This is an optimization exercise on Yosys and OpenROAD, whose aim is small area, a short achievable clock period and few clock cycles per item, not a production implementation. RTL that was checked went through simulation tests only; none was proved equivalent to the original. Power is estimated from default activity; no workload was simulated.

## job 103
==> flow/design.v <==
module sha1_core (
    input  wire         clk,
    input  wire         rst,       
    input  wire         start,     
    output wire         ready,
    input  wire [511:0] chunk,     
    input  wire [159:0] h_in,      
    output reg          done,      
    output wire [159:0] h_out      
);
    localparam [31:0] K0 = 32'h5A827999;
    localparam [31:0] K1 = 32'h6ED9EBA1;
    localparam [31:0] K2 = 32'h8F1BBCDC;
    localparam [31:0] K3 = 32'hCA62C1D6;
    reg         busy;
    reg [6:0]   cnt;                
    reg [31:0]  w [0:15];           
    reg [31:0]  a, b, c;            
    reg [31:0]  p;                  
    reg [31:0]  q;                  
    reg [31:0]  r [0:4];            
    reg         prep;               
    reg         is_ch, is_maj;      
    reg [31:0]  k;                  
    reg         fin_rot, fin_b, fin_w;
    wire load = start && !busy && !rst;
    assign ready = !busy;
    wire [31:0] fb = a;
    wire [31:0] fc = {b[1:0], b[31:2]};
    wire [31:0] fd = c;
    wire [31:0] f_ch  = (fb & fc) | (~fb & fd);
    wire [31:0] f_par = fb ^ fc ^ fd;
    wire [31:0] f_maj = (fb & fc) | (fb & fd) | (fc & fd);
    wire [31:0] f = is_ch ? f_ch : is_maj ? f_maj : f_par;
    wire [31:0] q_next = c + k + w[0];
    wire [31:0] p_next = f + q;
    wire [31:0] t_new  = {a[26:0], a[31:27]} + p;
    wire [31:0] w_mix  = w[13] ^ w[8] ^ w[2] ^ w[0];
    wire [31:0] w_next = {w_mix[30:0], w_mix[31]};
    wire [31:0] fin_op = ({32{fin_rot}} & {a[1:0], a[31:2]}) |
                         ({32{fin_b}}   & a) |
                         ({32{fin_w}}   & w[12]);
    wire [31:0] fin_sum = r[0] + fin_op;
    assign h_out = {a, r[4], r[3], r[2], r[1]};
    wire [6:0] cnt_n = busy ? cnt + 7'd1 : 7'd0;
    integer i;
    always @(posedge clk) begin
        if (rst) begin
            busy <= 1'b0;
            done <= 1'b0;
        end else begin
            done <= 1'b0;
            if (load) begin
                busy <= 1'b1;
            end else if (busy && cnt == 7'd81) begin
                busy <= 1'b0;
                done <= 1'b1;
            end
        end
        cnt     <= cnt_n;
        prep    <= (cnt_n <= 7'd1);
        is_ch   <= (cnt_n <= 7'd20);
        is_maj  <= (cnt_n >= 7'd41) && (cnt_n <= 7'd60);
        k       <= (cnt_n < 7'd20) ? K0 : (cnt_n < 7'd40) ? K1 :
                   (cnt_n < 7'd60) ? K2 : K3;
        fin_rot <= (cnt_n >= 7'd78) && (cnt_n <= 7'd80);
        fin_b   <= (cnt_n == 7'd81);
        fin_w   <= (cnt_n == 7'd67);
        q <= q_next;
        p <= p_next;
        if (!busy) begin
            a <= {h_in[93:64], h_in[95:94]};           
            b <= {h_in[61:32], h_in[63:62]};           
            c <= h_in[31:0];                           
            for (i = 0; i < 16; i = i + 1)
                w[i] <= chunk[511 - 32*i -: 32];
            r[0] <= h_in[95:64];                       
            r[1] <= h_in[127:96];                      
            r[2] <= h_in[159:128];                     
            r[3] <= h_in[31:0];                        
            r[4] <= h_in[63:32];                       
        end else begin
            a <= prep ? r[1] : t_new;                  
            b <= a;
            c <= {b[1:0], b[31:2]};
            for (i = 0; i < 15; i = i + 1)
                w[i] <= w[i+1];
            w[15] <= w_next;
            if (fin_w)
                w[11] <= fin_sum;                      
            for (i = 0; i < 4; i = i + 1)
                r[i] <= r[i+1];
            r[4] <= fin_sum;
        end
    end
endmodule
clock: 10.0 ns
lec_check: 0
cap_margin: 20
core_margin: 2
core_utilization: 40
slew_margin: 20
run.sh (not shown) runs the stock make flow with config.mk's settings and CLKGATE_MAP_FILE= SYNTH_SCRIPT=/design/flow/synth_recipe.tcl, a recipe that flattens the netlist after the stock synthesis.
Job 103 completed every stage of the flow, and the final layout passed the timing, DRC and antenna checks.
Modified inputs, job 101 compared to job 103
==> flow/design.v <==
module sha1_core (
    input  wire         clk,
    input  wire         rst,       
    input  wire         start,     
    output wire         ready,
    input  wire [511:0] chunk,     
    input  wire [159:0] h_in,      
    output reg          done,      
    output wire [159:0] h_out      
);
    localparam [31:0] K0 = 32'h5A827999;
    localparam [31:0] K1 = 32'h6ED9EBA1;
    localparam [31:0] K2 = 32'h8F1BBCDC;
    localparam [31:0] K3 = 32'hCA62C1D6;
    reg         busy;
    reg [6:0]   cnt;                
    reg [31:0]  w [0:15];           
    reg [31:0]  a, b, c, d;         
    reg [31:0]  p;                  
    reg [31:0]  r [0:4];            
    reg         prep;               
    reg         is_ch, is_maj;      
    reg [31:0]  k;                  
    reg         fin_rot, fin_b, fin_w;
    wire load = start && !busy && !rst;
    assign ready = !busy;
    wire [31:0] fb = a;
    wire [31:0] fc = {b[1:0], b[31:2]};
    wire [31:0] fd = c;
    wire [31:0] f_ch  = (fb & fc) | (~fb & fd);
    wire [31:0] f_par = fb ^ fc ^ fd;
    wire [31:0] f_maj = (fb & fc) | (fb & fd) | (fc & fd);
    wire [31:0] f = is_ch ? f_ch : is_maj ? f_maj : f_par;
    wire [31:0] s1 = d ^ w[0] ^ k;
    wire [31:0] c1 = (d & w[0]) | (d & k) | (w[0] & k);
    wire [31:0] c1s = {c1[30:0], 1'b0};
    wire [31:0] s2 = s1 ^ c1s ^ f;
    wire [31:0] c2 = (s1 & c1s) | (s1 & f) | (c1s & f);
    wire [31:0] p_next = s2 + {c2[30:0], 1'b0};
    wire [31:0] t_new  = {a[26:0], a[31:27]} + p;
    wire [31:0] w_mix  = w[13] ^ w[8] ^ w[2] ^ w[0];
    wire [31:0] w_next = {w_mix[30:0], w_mix[31]};
    wire [31:0] fin_op = ({32{fin_rot}} & {a[1:0], a[31:2]}) |
                         ({32{fin_b}}   & a) |
                         ({32{fin_w}}   & w[13]);
    wire [31:0] fin_sum = r[0] + fin_op;
    assign h_out = {a, r[4], r[3], r[2], r[1]};
    wire [6:0] cnt_n = busy ? cnt + 7'd1 : 7'd0;
    integer i;
    always @(posedge clk) begin
        if (rst) begin
            busy <= 1'b0;
            done <= 1'b0;
        end else begin
            done <= 1'b0;
            if (load) begin
                busy <= 1'b1;
            end else if (busy && cnt == 7'd80) begin
                busy <= 1'b0;
                done <= 1'b1;
            end
        end
        cnt     <= cnt_n;
        prep    <= (cnt_n == 7'd0);
        is_ch   <= (cnt_n < 7'd20);
        is_maj  <= (cnt_n >= 7'd40) && (cnt_n < 7'd60);
        k       <= (cnt_n < 7'd20) ? K0 : (cnt_n < 7'd40) ? K1 :
                   (cnt_n < 7'd60) ? K2 : K3;
        fin_rot <= (cnt_n >= 7'd77) && (cnt_n <= 7'd79);
        fin_b   <= (cnt_n == 7'd80);
        fin_w   <= (cnt_n == 7'd66);
        p <= p_next;
        if (!busy) begin
            a <= h_in[127:96];                         
            b <= {h_in[93:64], h_in[95:94]};           
            c <= h_in[63:32];                          
            d <= h_in[31:0];                           
            for (i = 0; i < 16; i = i + 1)
                w[i] <= chunk[511 - 32*i -: 32];
            r[0] <= h_in[127:96];                      
            r[1] <= h_in[159:128];                     
            r[2] <= h_in[31:0];                        
            r[3] <= h_in[63:32];                       
            r[4] <= h_in[95:64];                       
        end else begin
            a <= prep ? r[1] : t_new;
            b <= a;
            c <= {b[1:0], b[31:2]};
            d <= c;
            for (i = 0; i < 15; i = i + 1)
                w[i] <= w[i+1];
            w[15] <= w_next;
            if (fin_w)
                w[12] <= fin_sum;                      
            for (i = 0; i < 4; i = i + 1)
                r[i] <= r[i+1];
            r[4] <= fin_sum;
        end
    end
endmodule
Findings:
Clock input transition at the sequential cells of the worst setup and hold paths essentially unchanged between job 103 and job 101.
Min sequential share of layout area across job 103 and job 101: job 103
For job 101, the destination of the critical timing path was p[27]$_DFF_P_, unlike job 103, where it was ready.
Comparing job 103 and job 101, the lower clock power share was measured on job 101.
Lower standby leakage power goes to job 103 over job 101.
[compare] base=job 103 new=job 101: portion of total power attributed to combinational logic saw an increase, pre-CTS setup slack down 0.37 ns.
Testbench counts of job 101, summed over its fixed seeds: cycles 62,984, items 768.
For job 103, only the layout was checked, not whether the RTL still works.

-- afterwards: timing with drivers on the ports --
The flow's constraints put no driver on any port. The routed layouts listed below were extracted and timed again, unchanged, in two steps.
Step 1: set_driving_cell puts a clkbuf_16 on clk and a buf_2 on each other input, an assumption about the parent block.
Step 2 adds t to the input delays and takes it off the output delays; t is the mean of the earliest and latest rising clock arrival at the registers after step 1. Input paths then give back, and output paths get back, about the clock's delay inside the block.
a / b / c = no drivers / after step 1 / after step 2; a / b = the first two.
run	shift t [ns]	slack for setup (ns)	worst data-port slew with drivers (ns)
job 103	0.760	5.533 / 5.463 / 5.854	0.15
job 101	0.734	5.482 / 5.482 / 5.482	0.16
After both steps every run listed still meets setup and hold.
